This is an optimization exercise on Yosys and OpenROAD, whose aim is small area, not a production implementation. Only simulation tests tie the RTL to the original design; equivalence was not proved. No activity file was given, so power comes from the tool's default toggle rates.

==> inputs of 09-07 <==
==> flow/design.v <==
module gpu_htiming (
    input  wire       clk,
    input  wire       rst,
    output wire       sync_n,
    output wire       drawing,
    output wire       overflow,
    output reg        act,           
    output reg  [9:0] coord
);
    reg [7:0] hb;
    wire bp    = ~hb[7] & ~(hb[6] & (hb[5] | (hb[4] & hb[3])));    
    wire c_end = (coord == 10'd800);
    assign overflow = (hb == 8'd255);
    assign drawing  = (hb == 8'd87) | (act & ~c_end);
    assign sync_n   = ~hb[7];
    always @(posedge clk) begin
        if (rst) begin
            hb    <= 8'd128;
            act   <= 1'b0;
            coord <= 10'd0;
        end else begin
            if (!act) begin
                hb <= hb + 8'd1;
                if (hb == 8'd87) act <= 1'b1;
            end else if (c_end) begin
                act <= 1'b0;
            end
            if (hb == 8'd86)
                coord <= 10'd0;
            else if (act | bp)
                coord <= coord + 10'd1;
        end
    end
endmodule
module gpu_vtiming (
    input  wire       clk,
    input  wire       rst,
    input  wire       en,
    output wire       sync_n,
    output reg        drawing,
    output wire       overflow,
    output reg  [9:0] coord
);
    reg [4:0] vb;
    wire sync  = vb[4] & vb[3] & vb[2];
    wire c_end = (coord == 10'd599);
    assign sync_n   = ~sync;
    assign overflow = en & (vb == 5'd31);
    always @(posedge clk) begin
        if (rst) begin
            vb      <= 5'd28;
            drawing <= 1'b0;
            coord   <= 10'd0;
        end else if (en) begin
            if (!drawing) begin
                vb <= (vb == 5'd31) ? 5'd4 : vb + 5'd1;
                if (vb == 5'd26) drawing <= 1'b1;
            end else if (c_end) begin
                drawing <= 1'b0;
            end
            if (vb == 5'd26)
                coord <= 10'd0;
            else if (drawing | (vb < 5'd26))
                coord <= coord + 10'd1;
        end
    end
endmodule
module gpu_rasterizer (
    input  wire        clk,
    input  wire        rst,
    input  wire        start,
    input  wire [31:0] seg,
    output wire        write,
    output reg  [7:0]  x,
    output reg  [7:0]  y,
    output reg         done
);
    localparam [1:0] S_WAIT = 2'd0, S_UPDATE = 2'd1, S_UPDATE_NEXT = 2'd2, S_DRAW = 2'd3;
    reg [1:0] state;
    reg [7:0] emaj;                 
    reg       xmaj;                 
    reg [7:0] mx, my;
    reg       sx, sy;
    reg [9:0] err;
    wire draw = (state == S_DRAW);
    assign write = draw;
    wire [8:0] tx = {1'b0, seg[15:8]} + {1'b0, ~x};      
    wire [8:0] ty = {1'b0, seg[7:0]}  + {1'b0, ~y};
    wire [10:0] e2  = {err, 1'b0};
    wire [10:0] c1s = e2 + {3'b000, my} + {10'd0, ~sy};
    wire [10:0] c2s = {3'b000, mx} + ~e2 + {9'd0, ~sx, sx};
    wire c1 = ~c1s[10];             
    wire c2 = ~c2s[10];             
    wire finish = ((xmaj ? x : y) == emaj);
    wire t1 = ~draw | c1;
    wire t2 = ~draw | c2;
    wire [9:0] opa = draw ? err : 10'd0;
    wire [9:0] opb = t1 ? {2'b11, ~my} : 10'd0;
    wire [9:0] opc = t2 ? {2'b00, mx} : 10'd0;
    wire [9:0] err_n = opa + opb + opc + {9'd0, t1 & sy} + {9'd0, t2 & ~sx};
    always @(posedge clk) begin
        if (rst) begin
            state <= S_WAIT;
            done  <= 1'b0;
        end else begin
            done <= draw & finish;
            case (state)
                S_WAIT:        if (start) state <= S_UPDATE;
                S_UPDATE:      state <= S_UPDATE_NEXT;
                S_UPDATE_NEXT: state <= S_DRAW;
                default:       if (finish) state <= S_WAIT;
            endcase
        end
    end
    always @(posedge clk) begin
        case (state)
            S_WAIT: begin
                x <= seg[31:24];
                y <= seg[23:16];
            end
            S_UPDATE: begin
                mx <= tx[8] ? tx[7:0] : ~tx[7:0];
                my <= ty[8] ? ty[7:0] : ~ty[7:0];
                sx <= ~tx[8];
                sy <= ~ty[8];
            end
            S_UPDATE_NEXT: begin
                xmaj <= ~err_n[9];
                emaj <= err_n[9] ? seg[7:0] : seg[15:8];
            end
            default: ;
        endcase
        if (state == S_UPDATE_NEXT || (draw && !finish))
            err <= err_n;
        if (draw && !finish && c1)
            x <= x + {{7{sx}}, 1'b1};
        if (draw && !finish && c2)
            y <= y + {{7{sy}}, 1'b1};
    end
endmodule
module gpu_lineset (
    input  wire        clk,
    input  wire        rst,
    input  wire        frame,
    input  wire        gate,
    input  wire        done,
    input  wire        bounds_we,
    input  wire [13:0] bounds_start,
    input  wire [13:0] bounds_end,
    output wire        rd_req,
    output reg  [13:0] rd_index,
    output wire        ras_start
);
    localparam [2:0] LS_IDLE = 3'd0, LS_ARM = 3'd1, LS_READ = 3'd2,
                     LS_LATCH = 3'd3, LS_RUN = 3'd4;
    reg [2:0]  state;
    reg [13:0] start_index, end_index;
    wire        arm = (state == LS_ARM);
    wire [14:0] nxt = arm ? {1'b0, start_index} : {1'b0, rd_index} + 15'd1;
    wire        le  = (nxt <= {1'b0, end_index});
    assign rd_req    = (state == LS_READ) & gate;
    assign ras_start = (state == LS_LATCH);
    always @(posedge clk) begin
        if (rst) begin
            state       <= LS_IDLE;
            start_index <= 14'd0;      
            end_index   <= 14'd0;      
        end else begin
            if (bounds_we) begin
                start_index <= bounds_start;
                end_index   <= bounds_end;
            end
            if (frame) begin
                state <= LS_ARM;
            end else begin
                case (state)
                    LS_ARM:   state <= le ? LS_READ : LS_IDLE;
                    LS_READ:  if (gate) state <= LS_LATCH;
                    LS_LATCH: state <= LS_RUN;
                    LS_RUN:   if (done) state <= le ? LS_READ : LS_IDLE;
                    default: ;
                endcase
            end
        end
    end
    always @(posedge clk) begin
        if (arm || (state == LS_RUN && done))
            rd_index <= nxt[13:0];
    end
endmodule
module gpu_decoder (
    input  wire        clk,
    input  wire        rst,
    input  wire        rx_valid,
    input  wire [7:0]  rx_data,
    input  wire        frame,
    output reg         wr_req,
    output reg  [13:0] idx,
    output reg  [31:0] seg,
    output wire        bounds_we,
    output wire [13:0] bs,
    output wire [13:0] be,
    output reg         tx_valid,
    output wire [7:0]  tx_data
);
    localparam [3:0] CMD = 4'd0, WR_IDX0 = 4'd1, WR_Y1 = 4'd6, VSYNC = 4'd8,
                     BOUNDS_S0 = 4'd9, BOUNDS_COMMIT = 4'd13;
    reg [3:0] state;
    reg       ack;
    assign bounds_we = (state == BOUNDS_COMMIT) & frame;
    assign tx_data   = {ack, ~ack, ack, ack, ack, ack, ~ack, ack};    
    assign bs        = idx;
    assign be        = {seg[21:16], seg[31:24]};
    always @(posedge clk) begin
        if (rst) begin
            state    <= CMD;
            wr_req   <= 1'b0;
            tx_valid <= 1'b0;
        end else begin
            wr_req   <= 1'b0;
            tx_valid <= 1'b0;
            case (state)
                BOUNDS_COMMIT, VSYNC: begin
                    if (frame) begin
                        tx_valid <= 1'b1;
                        ack      <= 1'b1;
                        state    <= CMD;
                    end
                end
                default: begin
                    if (rx_valid) begin
                        case (state)
                            CMD: begin
                                case (rx_data)
                                    8'h00: begin tx_valid <= 1'b1; ack <= 1'b0; end
                                    8'h01:   state <= WR_IDX0;
                                    8'h02:   state <= BOUNDS_S0;
                                    8'h03:   state <= VSYNC;
                                    default: ;
                                endcase
                            end
                            WR_Y1: begin
                                wr_req   <= 1'b1;
                                tx_valid <= 1'b1;
                                ack      <= 1'b1;
                                state    <= CMD;
                            end
                            default: state <= state + 4'd1;
                        endcase
                    end
                end
            endcase
        end
    end
    always @(posedge clk) begin
        if (rx_valid) begin
            case (state)
                4'd1, 4'd9:  idx[7:0]   <= rx_data;
                4'd2, 4'd10: idx[13:8]  <= rx_data[5:0];
                4'd3, 4'd11: seg[31:24] <= rx_data;
                4'd4, 4'd12: seg[23:16] <= rx_data;
                4'd5:        seg[15:8]  <= rx_data;
                4'd6:        seg[7:0]   <= rx_data;
                default: ;
            endcase
        end
    end
endmodule
module gpu_arbiter (
    input  wire        clk,
    input  wire        rst,
    input  wire        wr_req,
    input  wire [13:0] wr_index,
    input  wire [31:0] wr_seg,
    input  wire        rd_req,
    input  wire [13:0] rd_index,
    output wire        seg_re,
    output wire        seg_we,
    output wire [13:0] seg_addr,
    output reg  [31:0] seg_wdata
);
    reg        pend_valid;
    reg [13:0] pend_index;
    always @(posedge clk) begin
        if (rst)
            pend_valid <= 1'b0;
        else if (wr_req)
            pend_valid <= 1'b1;
        else if (!rd_req)
            pend_valid <= 1'b0;
    end
    always @(posedge clk) begin
        if (wr_req) begin
            pend_index <= wr_index;
            seg_wdata  <= wr_seg;
        end
    end
    assign seg_re   = rd_req & ~rst;
    assign seg_we   = ~rd_req & pend_valid & ~rst;
    assign seg_addr = rd_req ? rd_index : pend_index;
endmodule
module gpu_fbread (
    input  wire [9:0]  x,
    input  wire [9:0]  y,
    input  wire        de,
    input  wire [2:0]  rdata,
    output wire [7:0]  cx,
    output wire [7:0]  cy,
    output reg  [11:0] rgb
);
    wire [9:0] cx_full = x / 10'd5;
    wire [9:0] cy_full = y / 10'd5;
    assign cx = cx_full[7:0];
    assign cy = cy_full[7:0];
    wire r_a = de & rdata[2];                                 
    wire g_a = de & rdata[1] & (rdata[0] | ~rdata[2]);        
    wire g_5 = de & rdata[2] & rdata[1];                      
    wire b_a = de & rdata[0];                                 
    wire all = de & rdata[2] & rdata[1] & rdata[0];           
    always @(*) rgb = {r_a, all, r_a, all, g_a, g_5, g_a, g_5, b_a, all, b_a, all};
endmodule
module gpu_core (
    input  wire        clk,
    input  wire        rst,           
    input  wire        rx_valid,
    input  wire [7:0]  rx_data,
    output wire        tx_valid,
    output wire [7:0]  tx_data,
    input  wire        fill_req,
    output wire [11:0] rgb,
    output wire        hsync,
    output wire        vsync,
    output wire        de,
    output wire [9:0]  x,
    output wire [9:0]  y,
    output wire        frame,
    output wire        line,
    output wire        valid_data,
    output wire        in_bounds,
    output wire        seg_re,
    output wire        seg_we,
    output wire [13:0] seg_addr,
    output wire [31:0] seg_wdata,
    input  wire [31:0] seg_rdata,
    output wire        fb_rd_bank,
    output wire [7:0]  fb_rd_cx,
    output wire [7:0]  fb_rd_cy,
    input  wire [2:0]  fb_rdata,
    output wire        fb_we,
    output wire        fb_wr_bank,
    output wire [7:0]  fb_wr_cx,
    output wire [7:0]  fb_wr_cy,
    output wire [2:0]  fb_wdata
);
    wire h_sync_n, h_drawing, h_overflow, h_act;
    wire v_sync_n, v_drawing, v_overflow;
    gpu_htiming u_h (
        .clk(clk), .rst(rst),
        .sync_n(h_sync_n), .drawing(h_drawing), .overflow(h_overflow), .act(h_act), .coord(x)
    );
    gpu_vtiming u_v (
        .clk(clk), .rst(rst), .en(h_overflow),
        .sync_n(v_sync_n), .drawing(v_drawing), .overflow(v_overflow), .coord(y)
    );
    assign line       = h_overflow;
    assign frame      = v_overflow;
    assign valid_data = h_drawing & v_drawing;
    assign in_bounds  = h_drawing;
    assign hsync      = h_sync_n;
    assign vsync      = v_sync_n;
    reg selected;
    wire de_q = h_act & v_drawing;
    always @(posedge clk) begin
        if (rst) begin
            selected <= 1'b0;
        end else begin
            if (v_overflow)
                selected <= ~selected;
        end
    end
    wire [7:0] rd_cx, rd_cy;
    gpu_fbread u_fb (
        .x(x), .y(y), .de(de_q), .rdata(fb_rdata),
        .cx(rd_cx), .cy(rd_cy), .rgb(rgb)
    );
    assign fb_rd_bank = ~selected;
    assign fb_rd_cx   = rd_cx;
    assign fb_rd_cy   = rd_cy;
    assign de         = de_q;
    wire        ras_write, ras_done;
    wire [7:0]  ras_x, ras_y;
    wire        ls_rd_req, ls_ras_start;
    wire [13:0] ls_rd_index;
    wire        dec_wr_req, dec_bounds_we;
    wire [13:0] dec_idx, dec_bs, dec_be;
    wire [31:0] dec_seg;
    gpu_rasterizer u_ras (
        .clk(clk), .rst(rst), .start(ls_ras_start), .seg(seg_rdata),
        .write(ras_write), .x(ras_x), .y(ras_y), .done(ras_done)
    );
    gpu_lineset u_ls (
        .clk(clk), .rst(rst), .frame(v_overflow), .gate(v_sync_n), .done(ras_done),
        .bounds_we(dec_bounds_we), .bounds_start(dec_bs), .bounds_end(dec_be),
        .rd_req(ls_rd_req), .rd_index(ls_rd_index), .ras_start(ls_ras_start)
    );
    gpu_decoder u_dec (
        .clk(clk), .rst(rst), .rx_valid(rx_valid), .rx_data(rx_data), .frame(v_overflow),
        .wr_req(dec_wr_req), .idx(dec_idx), .seg(dec_seg),
        .bounds_we(dec_bounds_we), .bs(dec_bs), .be(dec_be),
        .tx_valid(tx_valid), .tx_data(tx_data)
    );
    gpu_arbiter u_arb (
        .clk(clk), .rst(rst), .wr_req(dec_wr_req), .wr_index(dec_idx), .wr_seg(dec_seg),
        .rd_req(ls_rd_req), .rd_index(ls_rd_index),
        .seg_re(seg_re), .seg_we(seg_we), .seg_addr(seg_addr), .seg_wdata(seg_wdata)
    );
    assign fb_we      = (ras_write | fill_req) & ~rst;
    assign fb_wr_bank = selected;
    assign fb_wr_cx   = ras_write ? ras_x : rd_cx;
    assign fb_wr_cy   = ras_write ? ras_y : rd_cy;
    assign fb_wdata   = {3{ras_write}};
endmodule
==> flow/flow/run.sh <==
#!/bin/bash
# The standard layout (standard.sh) with three changes, each tool's output in its own log:
#  - synthesis maps the logic with the area-oriented ABC script in flow/abc_area.script,
#  - without ORFS's hard adder cells (ADDER_MAP_FILE empty), so ABC optimises adders too;
#    registers are mapped exactly as in the standard synthesis,
#  - the port buffers are the smallest buffer, sky130_fd_sc_hd__buf_1.
set -u
rm -rf myscripts
cp -r "$FLOW_HOME/scripts" myscripts
cp flow/abc_area.script myscripts/abc_area.script
export BUFFER_PORTS_ARGS="-buffer_cell sky130_fd_sc_hd__buf_1"
bash standard.sh SCRIPTS_DIR="$PWD/myscripts" ADDER_MAP_FILE= finish > standard.log 2>&1
==> flow/flow/abc_area.script <==
strash
&get -n
&deepsyn -T 60
&put
dch -f
amap
topo
==> flow/standard.sh <==
#!/bin/bash
# synth_recipe.tcl (not shown) runs the flow's synth.tcl, then flattens the netlist and writes it again
# the make line also repeats each setting of config.mk as NAME=value (left out here)
make -C /OpenROAD-flow-scripts/flow DESIGN_CONFIG=/design/flow/config.mk WORK_HOME=/design/flow/orfs CLKGATE_MAP_FILE= SYNTH_SCRIPT=/design/flow/synth_recipe.tcl "${@:-finish}"
==> flow/config.mk <==
export PLATFORM = sky130hd
export DESIGN_NAME = gpu_core
export DESIGN_NICKNAME = gpu_core
export VERILOG_FILES = /design/flow/design.v
export SDC_FILE = /design/flow/constraint.sdc
export NUM_CORES = 4
export LEC_CHECK = 0
export ABC_AREA = 1
export CAP_MARGIN = 20
export CORE_MARGIN = 2
export CORE_UTILIZATION = 70
export CTS_CLUSTER_DIAMETER = 100
export CTS_CLUSTER_SIZE = 30
export PLACE_DENSITY = 0.85
export SLEW_MARGIN = 20
==> flow/constraint.sdc <==
create_clock -name core_clock -period 10.0 [get_ports {clk}]
set_input_delay 2.0000 -clock core_clock [delete_from_list [all_inputs] [get_ports {clk}]]
set_output_delay 2.0000 -clock core_clock [all_outputs]
set_load 0.01 [all_outputs]
==> 09-26: changes against 09-07 <==
==> flow/design.v, changed modules only <==
module gpu_htiming (
    input  wire       clk,
    input  wire       rst,
    output wire       sync_n,
    output wire       drawing,
    output wire       overflow,
    output reg  [9:0] coord
);
    reg [7:0] hb;
    reg       act;
    wire bp    = ~hb[7] & ~(hb[6] & (hb[5] | (hb[4] & hb[3])));    
    wire c_end = (coord == 10'd800);
    assign overflow = (hb == 8'd255);
    assign drawing  = (hb == 8'd87) | (act & ~c_end);
    assign sync_n   = ~hb[7];
    always @(posedge clk) begin
        if (rst) begin
            hb    <= 8'd128;
            act   <= 1'b0;
            coord <= 10'd0;
        end else begin
            if (!act) begin
                hb <= hb + 8'd1;
                if (hb == 8'd87) act <= 1'b1;
            end else if (c_end) begin
                act <= 1'b0;
            end
            if (hb == 8'd86)
                coord <= 10'd0;
            else if (act | bp)
                coord <= coord + 10'd1;
        end
    end
endmodule
module gpu_rasterizer (
    input  wire        clk,
    input  wire        rst,
    input  wire        start,
    input  wire [31:0] seg,
    output wire        write,
    output reg  [7:0]  x,
    output reg  [7:0]  y,
    output reg         done
);
    localparam [1:0] S_WAIT = 2'd0, S_UPDATE = 2'd1, S_UPDATE_NEXT = 2'd2, S_DRAW = 2'd3;
    reg [1:0] state;
    reg [7:0] ex, ey;
    reg [7:0] mx, my;
    reg       sx, sy;
    reg [9:0] err;
    wire draw = (state == S_DRAW);
    assign write = draw;
    wire [8:0] tx = {1'b0, ex} + {1'b0, ~x};      
    wire [8:0] ty = {1'b0, ey} + {1'b0, ~y};
    wire [10:0] e2  = {err, 1'b0};
    wire [10:0] c1s = e2 + {3'b000, my} + {10'd0, ~sy};
    wire [10:0] c2s = {3'b000, mx} + ~e2 + {9'd0, ~sx, sx};
    wire c1 = ~c1s[10];             
    wire c2 = ~c2s[10];             
    wire xe = (x == ex);
    wire ye = (y == ey);
    wire finish = xe & ye;      
    wire t1 = ~draw | c1;
    wire t2 = ~draw | c2;
    wire [9:0] opa = draw ? err : 10'd0;
    wire [9:0] opb = t1 ? {2'b11, ~my} : 10'd0;
    wire [9:0] opc = t2 ? {2'b00, mx} : 10'd0;
    wire [9:0] err_n = opa + opb + opc + {9'd0, t1 & sy} + {9'd0, t2 & ~sx};
    always @(posedge clk) begin
        if (rst) begin
            state <= S_WAIT;
            done  <= 1'b0;
        end else begin
            done <= draw & finish;
            case (state)
                S_WAIT:        if (start) state <= S_UPDATE;
                S_UPDATE:      state <= S_UPDATE_NEXT;
                S_UPDATE_NEXT: state <= S_DRAW;
                default:       if (finish) state <= S_WAIT;
            endcase
        end
    end
    always @(posedge clk) begin
        case (state)
            S_WAIT: begin
                x  <= seg[31:24];
                y  <= seg[23:16];
                ex <= seg[15:8];
                ey <= seg[7:0];
            end
            S_UPDATE: begin
                mx <= tx[8] ? tx[7:0] : ~tx[7:0];
                my <= ty[8] ? ty[7:0] : ~ty[7:0];
                sx <= ~tx[8];
                sy <= ~ty[8];
            end
            default: ;
        endcase
        if (state == S_UPDATE_NEXT || (draw && !finish))
            err <= err_n;
        if (draw && !finish && c1)
            x <= x + {{7{sx}}, 1'b1};
        if (draw && !finish && c2)
            y <= y + {{7{sy}}, 1'b1};
    end
endmodule
module gpu_lineset (
    input  wire        clk,
    input  wire        rst,
    input  wire        frame,
    input  wire        gate,
    input  wire        done,
    input  wire        bounds_we,
    input  wire [13:0] bounds_start,
    input  wire [13:0] bounds_end,
    output wire        rd_req,
    output reg  [13:0] rd_index,
    output wire        ras_start
);
    localparam [2:0] LS_IDLE = 3'd0, LS_ARM = 3'd1, LS_READ = 3'd2,
                     LS_LATCH = 3'd3, LS_RUN = 3'd4;
    reg [2:0]  state;
    reg [13:0] start_index, end_index;
    assign rd_req    = (state == LS_READ) & gate;
    assign ras_start = (state == LS_LATCH);
    always @(posedge clk) begin
        if (rst) begin
            state       <= LS_IDLE;
            start_index <= 14'd0;      
            end_index   <= 14'd0;      
        end else begin
            if (bounds_we) begin
                start_index <= bounds_start;
                end_index   <= bounds_end;
            end
            if (frame) begin
                state <= LS_ARM;
            end else begin
                case (state)
                    LS_ARM:   state <= (start_index <= end_index) ? LS_READ : LS_IDLE;
                    LS_READ:  if (gate) state <= LS_LATCH;
                    LS_LATCH: state <= LS_RUN;
                    LS_RUN:   if (done) state <= (rd_index == end_index) ? LS_IDLE : LS_READ;
                    default: ;
                endcase
            end
        end
    end
    always @(posedge clk) begin
        if (state == LS_ARM)
            rd_index <= start_index;
        else if (state == LS_RUN && done)
            rd_index <= rd_index + 14'd1;
    end
endmodule
module gpu_fbread (
    input  wire [9:0]  x,
    input  wire [9:0]  y,
    input  wire        de,
    input  wire [2:0]  rdata,
    output wire [7:0]  cx,
    output wire [7:0]  cy,
    output reg  [11:0] rgb
);
    wire [9:0] cx_full = x / 10'd5;
    wire [9:0] cy_full = y / 10'd5;
    assign cx = cx_full[7:0];
    assign cy = cy_full[7:0];
    always @(*) begin
        case ({de, rdata})
            4'd8:    rgb = 12'h000;
            4'd9:    rgb = 12'h00A;
            4'd10:   rgb = 12'h0A0;
            4'd11:   rgb = 12'h0AA;
            4'd12:   rgb = 12'hA00;
            4'd13:   rgb = 12'hA0A;
            4'd14:   rgb = 12'hA50;
            4'd15:   rgb = 12'hFFF;
            default: rgb = 12'h000;
        endcase
    end
endmodule
module gpu_core (
    input  wire        clk,
    input  wire        rst,           
    input  wire        rx_valid,
    input  wire [7:0]  rx_data,
    output wire        tx_valid,
    output wire [7:0]  tx_data,
    input  wire        fill_req,
    output wire [11:0] rgb,
    output wire        hsync,
    output wire        vsync,
    output wire        de,
    output wire [9:0]  x,
    output wire [9:0]  y,
    output wire        frame,
    output wire        line,
    output wire        valid_data,
    output wire        in_bounds,
    output wire        seg_re,
    output wire        seg_we,
    output wire [13:0] seg_addr,
    output wire [31:0] seg_wdata,
    input  wire [31:0] seg_rdata,
    output wire        fb_rd_bank,
    output wire [7:0]  fb_rd_cx,
    output wire [7:0]  fb_rd_cy,
    input  wire [2:0]  fb_rdata,
    output wire        fb_we,
    output wire        fb_wr_bank,
    output wire [7:0]  fb_wr_cx,
    output wire [7:0]  fb_wr_cy,
    output wire [2:0]  fb_wdata
);
    wire h_sync_n, h_drawing, h_overflow;
    wire v_sync_n, v_drawing, v_overflow;
    gpu_htiming u_h (
        .clk(clk), .rst(rst),
        .sync_n(h_sync_n), .drawing(h_drawing), .overflow(h_overflow), .coord(x)
    );
    gpu_vtiming u_v (
        .clk(clk), .rst(rst), .en(h_overflow),
        .sync_n(v_sync_n), .drawing(v_drawing), .overflow(v_overflow), .coord(y)
    );
    assign line       = h_overflow;
    assign frame      = v_overflow;
    assign valid_data = h_drawing & v_drawing;
    assign in_bounds  = h_drawing;
    assign hsync      = h_sync_n;
    assign vsync      = v_sync_n;
    reg selected;
    reg de_q;
    always @(posedge clk) begin
        if (rst) begin
            selected <= 1'b0;
            de_q     <= 1'b0;
        end else begin
            de_q <= valid_data;
            if (v_overflow)
                selected <= ~selected;
        end
    end
    wire [7:0] rd_cx, rd_cy;
    gpu_fbread u_fb (
        .x(x), .y(y), .de(de_q), .rdata(fb_rdata),
        .cx(rd_cx), .cy(rd_cy), .rgb(rgb)
    );
    assign fb_rd_bank = ~selected;
    assign fb_rd_cx   = rd_cx;
    assign fb_rd_cy   = rd_cy;
    assign de         = de_q;
    wire        ras_write, ras_done;
    wire [7:0]  ras_x, ras_y;
    wire        ls_rd_req, ls_ras_start;
    wire [13:0] ls_rd_index;
    wire        dec_wr_req, dec_bounds_we;
    wire [13:0] dec_idx, dec_bs, dec_be;
    wire [31:0] dec_seg;
    gpu_rasterizer u_ras (
        .clk(clk), .rst(rst), .start(ls_ras_start), .seg(seg_rdata),
        .write(ras_write), .x(ras_x), .y(ras_y), .done(ras_done)
    );
    gpu_lineset u_ls (
        .clk(clk), .rst(rst), .frame(v_overflow), .gate(v_sync_n), .done(ras_done),
        .bounds_we(dec_bounds_we), .bounds_start(dec_bs), .bounds_end(dec_be),
        .rd_req(ls_rd_req), .rd_index(ls_rd_index), .ras_start(ls_ras_start)
    );
    gpu_decoder u_dec (
        .clk(clk), .rst(rst), .rx_valid(rx_valid), .rx_data(rx_data), .frame(v_overflow),
        .wr_req(dec_wr_req), .idx(dec_idx), .seg(dec_seg),
        .bounds_we(dec_bounds_we), .bs(dec_bs), .be(dec_be),
        .tx_valid(tx_valid), .tx_data(tx_data)
    );
    gpu_arbiter u_arb (
        .clk(clk), .rst(rst), .wr_req(dec_wr_req), .wr_index(dec_idx), .wr_seg(dec_seg),
        .rd_req(ls_rd_req), .rd_index(ls_rd_index),
        .seg_re(seg_re), .seg_we(seg_we), .seg_addr(seg_addr), .seg_wdata(seg_wdata)
    );
    assign fb_we      = (ras_write | fill_req) & ~rst;
    assign fb_wr_bank = selected;
    assign fb_wr_cx   = ras_write ? ras_x : rd_cx;
    assign fb_wr_cy   = ras_write ? ras_y : rd_cy;
    assign fb_wdata   = {3{ras_write}};
endmodule
==> flow/flow/abc_area.script (replaced) <==
strash
dc2
dch -f
amap
topo
--- a/flow/config.mk
+++ b/flow/config.mk
@@ -10,6 +10,6 @@
 export CORE_MARGIN = 2
-export CORE_UTILIZATION = 70
+export CORE_UTILIZATION = 40
 export CTS_CLUSTER_DIAMETER = 100
-export CTS_CLUSTER_SIZE = 30
-export PLACE_DENSITY = 0.85
+export CTS_CLUSTER_SIZE = 25
+export PLACE_DENSITY = 0.6
 export SLEW_MARGIN = 20
==> run summary <==
| item | 09-07 | 09-26 |
|---|---|---|
| Run status | no timing/DRC/antenna violations | no timing/DRC/antenna violations |
| Worst reg-to-reg setup slack | 3.41 ns | 3.96 ns |
| End of the worst hold path | u_arb.seg_wdata[15] | u_arb.seg_wdata[7] |
| Fraction of area in clock buffers and inverters | 3.02% | 3.47% |
| Signal buf overhead | 6.08% | 6.01% |
| Length of routed wiring on met1 | 11.6 mm | 14.8 mm |
| Layout cells sized above 1 | 2.26% | 2.56% |
| Worst setup slack after placement | 3.72 ns | 1.63 ns |
| Overall via count from detail_route | 10000 | 10000 |
| Met3 global-route usage | 5.71% | 3.72% |
| Seq/total area | 50.4% | 49.2% |
| Routed wire length | 29.3 mm | 30.5 mm |
| Routed length on met2 | 14.0 mm | 13.3 mm |
| Peak supply drop | 0.155 mV | 0.103 mV |
| First-pass GRT wire length | 46.3 mm | 47.9 mm |
| Combinational-cell power consumption | 0.0000871 W | 0.000101 W |
| Worst path depth | 24 | 37 |
| Unique masters post-synth | 46 | 41 |
| Final worst path period share | 67.8% | 90.4% |

[afterwards: timing with drivers on the ports]
The flow's constraints put no driver on any port. The routed layouts listed below were extracted and timed again, unchanged, in two steps. Step 1: set_driving_cell puts a clkbuf_16 on clk and a buf_2 on each other input, an assumption about the parent block. Step 2, shift: input delay + t, output delay - t, t = (earliest + latest rising clock arrival at the registers) / 2. This alone moves slack from input paths to output paths. a / b / c = no drivers / after step 1 / after step 2; a / b = the first two.
run	t (ns)	slack for setup (ns)	worst setup path at the end	latest minus earliest clock arrival (ns)	pins driven straight from the clock port
09-07	0.524	3.224 / 3.176 / 3.410	register to register	0.027 / 0.027	1
09-26	0.534	0.962 / 0.911 / 1.446	register to output	0.028 / 0.029	1
After both steps setup and hold are still met in every run listed.
